This design comes from an exercise in tuning for small area, a short achievable clock period and few clock cycles per item on the open sky130 flow, not from production work.
Only simulation tests tie the RTL to the original design; equivalence was not proved.
Power is estimated from default activity; no workload was simulated.

==> flow/design.v <==
module datc_gain (
    input  wire        clk,
    input  wire        rst,
    input  wire        ctl_valid,
    input  wire        ctl_vol,        
    input  wire [1:0]  ctl_ch,         
    input  wire [15:0] ctl_arg,
    input  wire        blk_valid,
    output wire        blk_ready,
    input  wire [4:0]  blk_cnt,        
    input  wire [2:0]  blk_fmt,        
    input  wire        in_valid,
    output wire        in_ready,
    input  wire [63:0] in_data,        
    output wire        out_valid,
    input  wire        out_ready,
    output wire [31:0] out_data,
    output wire        out_last
);
    localparam ONE = 25'd16777216;    
    localparam W   = 10;              
    localparam J   = 30 / W;          
    reg        mute0, mute1, mute2;
    reg [15:0] vol0, vol1, vol2;
    wire wr = ctl_valid && ctl_ch != 2'd3;
    always @(posedge clk) begin
        if (rst) begin
            mute0 <= 1'b0; mute1 <= 1'b0; mute2 <= 1'b0;
            vol0  <= 16'd0; vol1 <= 16'd0; vol2 <= 16'd0;
        end else if (wr) begin
            if (ctl_vol) begin
                case (ctl_ch)
                    2'd0: vol0 <= ctl_arg[15] ? ctl_arg : 16'd0;
                    2'd1: vol1 <= ctl_arg[15] ? ctl_arg : 16'd0;
                    default: vol2 <= ctl_arg[15] ? ctl_arg : 16'd0;
                endcase
            end else begin
                case (ctl_ch)
                    2'd0: mute0 <= ctl_arg[0];
                    2'd1: mute1 <= ctl_arg[0];
                    default: mute2 <= ctl_arg[0];
                endcase
            end
        end
    end
    wire signed [16:0] att0 = $signed({vol2[15], vol2}) + $signed({vol0[15], vol0});
    wire signed [16:0] att1 = $signed({vol2[15], vol2}) + $signed({vol1[15], vol1});
    wire        le0 = att0 <= -17'sd32768;
    wire        le1 = att1 <= -17'sd32768;
    wire [16:0] natt0 = -att0;
    wire [16:0] natt1 = -att1;
    reg [1:0]  sil_r;
    reg        wr_d;
    reg [1:0]  dirty;
    reg        eb;                 
    reg        ec;                 
    reg [14:0] mask;               
    reg        one;                
    reg [29:0] ea;                 
    reg [29:0] es;                 
    reg [1:0]  ej;
    reg [24:0] tdb0, tdb1;         
    reg [24:0] gl0, gl1;           
    reg [40:0] ga0, ga1;           
    reg [40:0] st0, st1;           
    reg [3:0]  rm0, rm1;           
    reg        ng0, ng1;           
    reg [4:0]  nbN;
    reg [2:0]  fmt;
    reg [4:0]  fleft;              
    reg [1:0]  rl;                 
    reg [1:0]  ssil;               
    reg        needdiv;
    reg [5:0]  dvc;
    reg        act;
    reg        pend;
    reg [4:0]  wcnt;
    reg [4:0]  N;
    reg [23:0] smp;
    reg        sv, sch, sf16;
    reg        in_ready_r, blk_ready_r;
    reg        p1v, p1last, p1f16;
    reg [23:0] plh;
    reg [35:0] ph;
    reg        pneg, pc12;
    reg        ov, olast, of16;
    reg [23:0] oy;
    reg        kv, klast, kf16;
    reg [23:0] ky;
    assign blk_ready = blk_ready_r;
    assign in_ready  = in_ready_r;
    assign out_valid = ov;
    assign out_last  = olast;
    assign out_data  = of16 ? {oy[15:0], 16'd0} : {oy, 8'd0};
    wire       go     = ~kv;
    wire       pop    = ov & out_ready;
    wire [5:0] w2N    = {N, 1'b0};
    wire       want_s = act & ({1'b0, wcnt} < w2N);
    wire       ich    = wcnt[0];
    wire       nbwait = ~pend & (needdiv | (dvc != 6'd0) | (ich ? rl[1] : rl[0]));
    wire       iss_s  = go & want_s & sv & ~nbwait;
    wire       iss_p  = go & act & ~want_s;
    wire       iss    = iss_s | iss_p;
    wire       lastw  = wcnt == 5'd31;
    wire       fin    = act & iss & lastw;
    wire       accb   = blk_valid & blk_ready_r;
    wire       capR   = in_ready_r & in_valid;
    wire       capL   = ~in_ready_r & in_valid & (fleft != 5'd0) & (~sv | iss_s);
    wire       nz     = blk_cnt != 5'd0;
    wire [5:0] last0  = w2N - 6'd2;
    wire [5:0] last1  = w2N - 6'd1;
    wire       free0  = ~pend | (N == 5'd0) | ({1'b0, wcnt} > last0) | (({1'b0, wcnt} == last0) & iss_s);
    wire       free1  = ~pend | (N == 5'd0) | ({1'b0, wcnt} > last1) | (({1'b0, wcnt} == last1) & iss_s);
    wire       rld0   = rl[0] & free0;
    wire       rld1   = rl[1] & free1;
    wire       pow2   = (nbN == 5'd1) | (nbN == 5'd2) | (nbN == 5'd4) | (nbN == 5'd8) | (nbN == 5'd16);
    wire       bpow2  = (blk_cnt == 5'd1) | (blk_cnt == 5'd2) | (blk_cnt == 5'd4) | (blk_cnt == 5'd8) | (blk_cnt == 5'd16);
    wire       estart = ~eb & (dirty != 2'd0) & (rl == 2'd0);
    wire       esel   = ~dirty[0];
    wire [1:0] dset;
    assign dset[0] = wr & ctl_vol & (ctl_ch == 2'd0 || ctl_ch == 2'd2);
    assign dset[1] = wr & ctl_vol & (ctl_ch == 2'd1 || ctl_ch == 2'd2);
    wire [1:0] dclr   = estart ? (esel ? 2'b10 : 2'b01) : 2'b00;
    wire       edone  = eb & (mask == 15'd0);
    wire [24:0] te0 = ssil[0] ? 25'd0 : tdb0;
    wire [24:0] te1 = ssil[1] ? 25'd0 : tdb1;
    wire [25:0] dp0 = {1'b0, te0} - {1'b0, gl0};
    wire [25:0] dn0 = {1'b0, gl0} - {1'b0, te0};
    wire [25:0] dp1 = {1'b0, te1} - {1'b0, gl1};
    wire [25:0] dn1 = {1'b0, gl1} - {1'b0, te1};
    wire [24:0] mg0 = dp0[25] ? dn0[24:0] : dp0[24:0];
    wire [24:0] mg1 = dp1[25] ? dn1[24:0] : dp1[24:0];
    wire       kv_n    = kv ? ~pop : (p1v & ov & ~pop);
    wire       go_n    = ~kv_n;
    wire       act_n   = accb | (fin ? pend : act);
    wire       pend_n  = accb ? (act & ~fin) : (fin ? 1'b0 : pend);
    wire [4:0] wcnt_n  = (accb & (~act | fin)) ? 5'd0 : (iss ? wcnt + 5'd1 : wcnt);
    wire [4:0] N_n     = (accb & (~act | fin)) ? blk_cnt : ((fin & pend) ? nbN : N);
    wire [1:0] rl_n    = accb ? {nz, nz} : (rl & ~{rld1, rld0});
    wire       nd_n    = accb ? (nz & ~bpow2) : (needdiv & (rl != 2'd0));
    wire [5:0] dvc_n   = (needdiv & (rl == 2'd0)) ? 6'd41 : ((dvc != 6'd0) ? dvc - 6'd1 : 6'd0);
    wire [4:0] fleft_n = accb ? blk_cnt : (fleft - {4'd0, capR});
    wire       sv_n    = capR | capL | (sv & ~iss_s);
    wire       sch_n   = capR ? 1'b1 : (capL ? 1'b0 : sch);
    wire       eb_n    = estart | (eb & ~edone);
    wire [1:0] dirty_n = (dirty & ~dclr) | dset;
    wire       wr_d_n  = wr;
    wire [5:0] w2N_n    = {N_n, 1'b0};
    wire       want_s_n = act_n & ({1'b0, wcnt_n} < w2N_n);
    wire       nbwait_n = ~pend_n & (nd_n | (dvc_n != 6'd0) | (wcnt_n[0] ? rl_n[1] : rl_n[0]));
    wire       in_ready_n  = sv_n & ~sch_n & go_n & want_s_n & ~nbwait_n;
    wire       blk_ready_n = ~eb_n & (dirty_n == 2'd0) & ~wr_d_n & ~pend_n & (rl_n == 2'd0) &
                             ~nd_n & (dvc_n == 6'd0) & (~act_n | (wcnt_n[4:1] == 4'b1111)) &
                             ((fleft_n == 5'd0) | ((fleft_n == 5'd1) & in_ready_n));
    always @(posedge clk) begin
        if (rst) begin
            sil_r <= 2'b00; wr_d <= 1'b0;
            dirty <= 2'b00; eb <= 1'b0;
            tdb0 <= ONE; tdb1 <= ONE;
            gl0 <= ONE; gl1 <= ONE;
            fleft <= 5'd0; rl <= 2'b00; needdiv <= 1'b0; dvc <= 6'd0;
            act <= 1'b0; pend <= 1'b0; wcnt <= 5'd0; N <= 5'd0;
            sv <= 1'b0;
            in_ready_r <= 1'b0; blk_ready_r <= 1'b0;
            p1v <= 1'b0; ov <= 1'b0; kv <= 1'b0;
        end else begin
            sil_r <= {mute2 | mute1 | le1, mute2 | mute0 | le0};
            wr_d  <= wr_d_n;
            dirty <= dirty_n;
            eb    <= eb_n;
            fleft <= fleft_n;
            rl    <= rl_n;
            needdiv <= nd_n;
            dvc   <= dvc_n;
            act   <= act_n;
            pend  <= pend_n;
            wcnt  <= wcnt_n;
            N     <= N_n;
            sv    <= sv_n;
            in_ready_r  <= in_ready_n;
            blk_ready_r <= blk_ready_n;
            if (go) p1v <= iss;
            kv    <= kv_n;
            if (kv) begin
                if (pop) ov <= 1'b1;
            end else if (p1v) begin
                ov <= 1'b1;
            end else if (pop) begin
                ov <= 1'b0;
            end
            if (edone) begin
                if (ec) tdb1 <= one ? ONE : {1'b0, ea[29:6]};
                else    tdb0 <= one ? ONE : {1'b0, ea[29:6]};
            end
            if (rld0) gl0 <= te0;
            if (rld1) gl1 <= te1;
        end
    end
    wire [14:0] lo = mask & (~mask + 15'd1);
    reg  [29:0] cf;
    always @(*) begin
        cf = 30'd0;
        if (lo[0])  cf = cf | 30'd1073259045;
        if (lo[1])  cf = cf | 30'd1072776484;
        if (lo[2])  cf = cf | 30'd1071812012;
        if (lo[3])  cf = cf | 30'd1069885668;
        if (lo[4])  cf = cf | 30'd1066043361;
        if (lo[5])  cf = cf | 30'd1058400094;
        if (lo[6])  cf = cf | 30'd1043277569;
        if (lo[7])  cf = cf | 30'd1013677647;
        if (lo[8])  cf = cf | 30'd956973408;
        if (lo[9])  cf = cf | 30'd852903448;
        if (lo[10]) cf = cf | 30'd677485290;
        if (lo[11]) cf = cf | 30'd427464319;
        if (lo[12]) cf = cf | 30'd170176611;
        if (lo[13]) cf = cf | 30'd26971175;
        if (lo[14]) cf = cf | 30'd677485;
    end
    wire [29+W:0] eprod = {{W{1'b0}}, es} + cf * ea[W-1:0];
    always @(posedge clk) begin
        if (estart) begin
            ec   <= esel;
            mask <= esel ? (le1 ? 15'd0 : natt1[14:0]) : (le0 ? 15'd0 : natt0[14:0]);
            one  <= 1'b1;
            ej   <= 2'd0;
            es   <= 30'd0;
        end else if (eb && mask != 15'd0) begin
            if (one) begin
                ea   <= cf;
                one  <= 1'b0;
                mask <= mask & ~lo;
            end else if (ej == J - 1) begin
                ea   <= eprod[29+W:W];
                es   <= 30'd0;
                ej   <= 2'd0;
                mask <= mask & ~lo;
            end else begin
                es   <= eprod[29+W:W];
                ea   <= ea >> W;
                ej   <= ej + 2'd1;
            end
        end
    end
    function [40:0] stepld(input [24:0] mg, input [4:0] n);
        case (n)
            5'd1:    stepld = {mg, 16'd0};
            5'd2:    stepld = {1'b0, mg, 15'd0};
            5'd4:    stepld = {2'b0, mg, 14'd0};
            5'd8:    stepld = {3'b0, mg, 13'd0};
            5'd16:   stepld = {4'b0, mg, 12'd0};
            default: stepld = {mg, 16'd0};
        endcase
    endfunction
    wire [4:0] dt0 = {rm0, st0[40]};
    wire [4:0] dt1 = {rm1, st1[40]};
    wire       ge0 = dt0 >= nbN;
    wire       ge1 = dt1 >= nbN;
    wire [4:0] dd0 = dt0 - nbN;
    wire [4:0] dd1 = dt1 - nbN;
    wire [40:0] gnext0 = ng0 ? ga0 - st0 : ga0 + st0;
    wire [40:0] gnext1 = ng1 ? ga1 - st1 : ga1 + st1;
    always @(posedge clk) begin
        if (accb)
            ssil <= sil_r;
        if (rld0) begin
            ga0 <= {gl0, 16'd0};
            ng0 <= dp0[25];
            st0 <= stepld(mg0, nbN);
            rm0 <= 4'd0;
        end else if (dvc != 6'd0) begin
            st0 <= {st0[39:0], ge0};
            rm0 <= ge0 ? dd0[3:0] : dt0[3:0];
        end else if (iss_s & ~ich) begin
            ga0 <= gnext0;
        end
        if (rld1) begin
            ga1 <= {gl1, 16'd0};
            ng1 <= dp1[25];
            st1 <= stepld(mg1, nbN);
            rm1 <= 4'd0;
        end else if (dvc != 6'd0) begin
            st1 <= {st1[39:0], ge1};
            rm1 <= ge1 ? dd1[3:0] : dt1[3:0];
        end else if (iss_s & ich) begin
            ga1 <= gnext1;
        end
    end
    wire [31:0] cont = capR ? (fmt[0] ? in_data[63:32] : in_data[31:0]) : in_data[31:0];
    wire [23:0] ext  = !fmt[1] ? {{8{cont[15]}}, cont[15:0]} :
                       fmt[2]  ? cont[31:8] : cont[23:0];
    always @(posedge clk) begin
        if (accb)
            fmt <= blk_fmt;
        if (accb)
            nbN <= blk_cnt;
        if (capR | capL) begin
            smp  <= ext;
            sch  <= capR;
            sf16 <= !fmt[1];
        end
    end
    wire [24:0] g = ({25{iss_s & ~ich}} & ga0[40:16]) | ({25{iss_s & ich}} & ga1[40:16]);
    wire signed [36:0] pl = $signed(smp) * $signed({1'b0, g[11:0]});
    wire signed [37:0] pw = $signed(smp) * $signed({1'b0, g[24:12]});
    always @(posedge clk) begin
        if (go) begin
            p1last <= lastw;
            p1f16  <= sf16;
            plh    <= pl[35:12];
            ph     <= pw[35:0];
            pneg   <= smp[23];
            pc12   <= smp[23] & (pl[11:0] != 12'd0);
        end
    end
    wire [35:0] tsum = {{12{plh[23]}}, plh} + ph + {24'd0, {12{pneg}}} + {35'd0, pc12};
    wire [23:0] y    = tsum[35:12];
    always @(posedge clk) begin
        if (kv) begin
            if (pop) begin
                oy    <= ky;
                olast <= klast;
                of16  <= kf16;
            end
        end else if (p1v) begin
            if (~ov | pop) begin
                oy    <= y;
                olast <= p1last;
                of16  <= p1f16;
            end else begin
                ky    <= y;
                klast <= p1last;
                kf16  <= p1f16;
            end
        end
    end
endmodule
==> flow/run.sh <==
#!/bin/bash
# synth_recipe.tcl (not shown) runs the flow's synth.tcl, then flattens the netlist and writes it again
# the make line also repeats each setting of config.mk as NAME=value (left out here)
make -C /OpenROAD-flow-scripts/flow DESIGN_CONFIG=/design/flow/config.mk WORK_HOME=/design/flow/orfs CLKGATE_MAP_FILE= SYNTH_SCRIPT=/design/flow/synth_recipe.tcl finish
==> flow/config.mk <==
export PLATFORM = sky130hd
export DESIGN_NAME = datc_gain
export DESIGN_NICKNAME = datc_gain
export VERILOG_FILES = /design/flow/design.v
export SDC_FILE = /design/flow/constraint.sdc
export NUM_CORES = 4
export LEC_CHECK = 0
export CAP_MARGIN = 20
export CORE_MARGIN = 2
export CORE_UTILIZATION = 40
export SLEW_MARGIN = 20
==> flow/constraint.sdc <==
create_clock -name core_clock -period 12.5 [get_ports {clk}]
set_input_delay 2.5000 -clock core_clock [delete_from_list [all_inputs] [get_ports {clk}]]
set_output_delay 2.5000 -clock core_clock [all_outputs]
set_load 0.01 [all_outputs]
==> results.txt <==
==> cells by family after synthesis <==
group           Yosys count
simple gates           2562
compound gates         1562
buf+inv                1529
fa+ha+maj              1352
flops                   593
xor+xnor                396
mux                     134
other cells               1
==> Yosys cell counts, types with 27 or more instances <==
cell	instances	share of area
nand2_1	1053	0.055
nand2b_1	96	0.0084
o31ai_1	38	0.0040
or3_1	27	0.0024
fa_1	808	0.23
o21a_1	61	0.0064
mux2_2	35	0.0055
nor2b_1	80	0.0070
xor2_1	106	0.013
nor2_1	441	0.023
nand4_1	27	0.0024
a31oi_1	54	0.0047
and2_1	444	0.039
edfxtp_1	332	0.14
mux2i_1	75	0.011
o21ai_0	226	0.016
a21o_1	159	0.017
a21oi_1	547	0.038
inv_1	1120	0.059
o211ai_1	31	0.0033
nand3_1	133	0.0093
o22ai_1	79	0.0069
ha_1	543	0.095
nor3_1	112	0.0079
xnor2_1	290	0.036
and3_1	51	0.0045
a211oi_1	52	0.0055
o21bai_1	41	0.0043
clkbuf_1	360	0.019
dfxtp_1	261	0.073
==> through the flow <==
step           hold WS (ns)  utilization  std cells  instance area [um^2]  power [mW]
2_1_floorplan         0.386            -       8136                 71300        7.92
3_3_place_gp          0.399        0.424      10300                 74800        10.1
3_5_place_dp          0.404        0.424      10300                 74800        10.2
4_1_cts               0.410        0.439      10400                 77400        12.6
5_1_grt               0.430        0.439      10400                 77400        13.5
6_report              0.413        0.439      10500                 77400        12.5
==> per-layer routing <==
metal	up-vias	wire length, um	track usage
met3	327	11100	0.0272
li1	26700	-	-
met2	1492	95400	0.376
met1	28000	88800	0.301
met5	-	0	0
met4	0	6770	0.0740
==> sequential cells by signal (all words and copies together), names as in the netlist, 16 cells and up <==
register and flops:
ga1 41, es 30, ky 24, ea 30, gl0 25, plh 24
vol0 16, vol2 16, ga0 41, oy 24, gl1 25, st1 41
smp 24, st0 41, tdb1 25, vol1 16, tdb0 25, ph 36
==> cell type report <==
cell class | instances | area [um^2]
Multi-Input combinational cell | 6014 | 50400
Sequential cell | 593 | 15200
Antenna cell | 3 | 7.51
Clock buffer | 104 | 2170
Timing Repair Buffer | 239 | 2110
Inverter | 1122 | 4210
Clock inverter | 35 | 408
Fill cell | 17400 | 99100
Tap cell | 2340 | 2930
==> worst paths after layout <==
check,from,to,slack [ns],cells after the start
worst min-delay path,sil_r[0],ssil[0],0.41,0
worst max register to register,dvc[0],ph[34],2.05,30
worst min register to register,sil_r[0],ssil[0],0.41,0
worst max-delay path,dvc[0],ph[34],2.05,30
==> power by group through the flow <==
stage	logic (mW)	registers, mW	clock network, mW
final	7.43	2.79	2.31
after global routing	8.24	2.83	2.44
after CTS	7.41	2.79	2.37
after detailed placement	7.36	2.83	0
after global placement	7.25	2.82	0
after floorplan	5.22	2.71	0
==> results.cfg <==
[run_status]
outcome = complete, no violations

[synthesis]
synthMuxAreaShare = 0.0237
synthArstFlopShare = 0
synthSimpleGateAreaFrac = 0.170
synth-compound-area-share = 0.141
synth_edf_count = 332
syn_inst = 8129
avgSynthCellArea_um2 = 8.76
synth_top_family_by_area = adder cells
synth_cell_types = 87
synth.cell_area_um2 = 71200
ys_seq_area_frac = 0.213
ys.flop_type = edfxtp_1
synthXorXnorAreaFrac = 0.0487
synth_seq_cells = 593
yosys.area_share.adder = 0.323
yosysWarnings = 1

[sta]
report.final.slew_viol_count = 0
fin_worst_skew_ns = 0.0304
worst_pin_slew_ns = 1.07
final-setup-viol-count = 0
hold_viol = 0
min_period_over_period = 0.836
tns_ns = 0
max_slew_margin = 0.288
min_period_ns = 10.45
rsz0062_at_grt = false
max_freq_mhz = 95.7
setup_ws_ns = 2.05

[placement]
portBuffers = 124
place_ws_ns = 1.78
place.detailed.hpwl_um = 156000
place.gp.congestion = 0.923

[finish]
layout_commonest_cell = inv_1
layout_common_cells = inv_1 (1118), nand2_1 (1049), fa_1 (808)
syn_to_final_growth_pct = 8.71
drive_gt1_frac = 0.0471
finalNetCount = 9495

[power_and_ir_drop]
vdd_drop_max_mv = 1.36
leakagePower_nw = 35.1
p_switching_mw = 5.88
p_int_mw = 6.65
power.share.switching = 0.469
p_clk_frac = 0.185
powerDensity_nw_per_um2 = 162
comb_power_share = 0.593
p_seq_frac = 0.223

[clock_network]
cts_htree_levels = 3
cts_sinks = 593
clockRootBuffer = clkbuf_16
cts_tree = done
clk_pin_slew_worst_paths_ns = 0.06
cts_made_buffers = 77
cts.path.max_buffers = 3
cts-hold-fix-buffers = 0
ctsResizeCount = 0
postCtsSetupBuffers = 0
insertion_delay_ns = 0.70

[routing]
ant_nets = 0
drt-initial-drc-count = 4117
post-route-drc-count = 0
wl_um = 202000
via_per_inst = 5.41
wl_per_cell_um = 19.3
drtPass1Iterations = 6
vias = 56600

[global_route]
antenna_found_initial = 5
grt_pass1_wl_um = 324000
grtUsageTotal = 0.224
grt_pass1_vias = 57900
overflow = 0
grt_max_degree = 77

[critical_path]
crit_slowest_cell = nor2_4
required_ns = 12.92
cpMostUsedCell = fa_1
cp_max_fo = 42
critical_path_class = flop to flop
cp-end-kind = flop
arrival_ns = 10.87
cp.buffers_inverters = 4
startpoint_type = flop
crit_family = adder cells
crit_path_max_incr_delay_ns = 0.79

[hold_path]
min_path_type = flop to flop

[floorplan]
pin_count = 133
die_h_um = 426
design.die.area_um2 = 181000
fp.dieW_um = 426
num_rows = 154
core_um2 = 176000
initial_utilization = 0.404

[flow_run]
drv_cap = 0
Testbench counts, summed over its fixed seeds: cycles 13,140, blocks 384.

==> port drivers added, routing unchanged <==
In the flow no input, the clock included, has a driving cell. The finished layout below was timed again as built, in two steps.
Step 1: set_driving_cell puts a clkbuf_16 on clk and a buf_2 on each other input, an assumption about the parent block.
Step 2 adds t to the input delays and takes it off the output delays; t is the mean of the earliest and latest rising clock arrival at the registers after step 1. Input paths then give back, and output paths get back, about the clock's delay inside the block.
Slacks: ideal ports / drivers / drivers and shift; pairs: ideal ports / drivers.
t (ns): 0.772
setup slack, ns: 2.054 / 2.054 / 2.054
worst setup path after step 2: register to register
clock arrival spread, ns: 0.033 / 0.033
worst data-port slew with drivers (ns): 0.33
After both steps setup and hold are still met in this run. For this run, drivers alone change the setup slack by 0.000 ns; drivers and shift together by 0.000 ns.
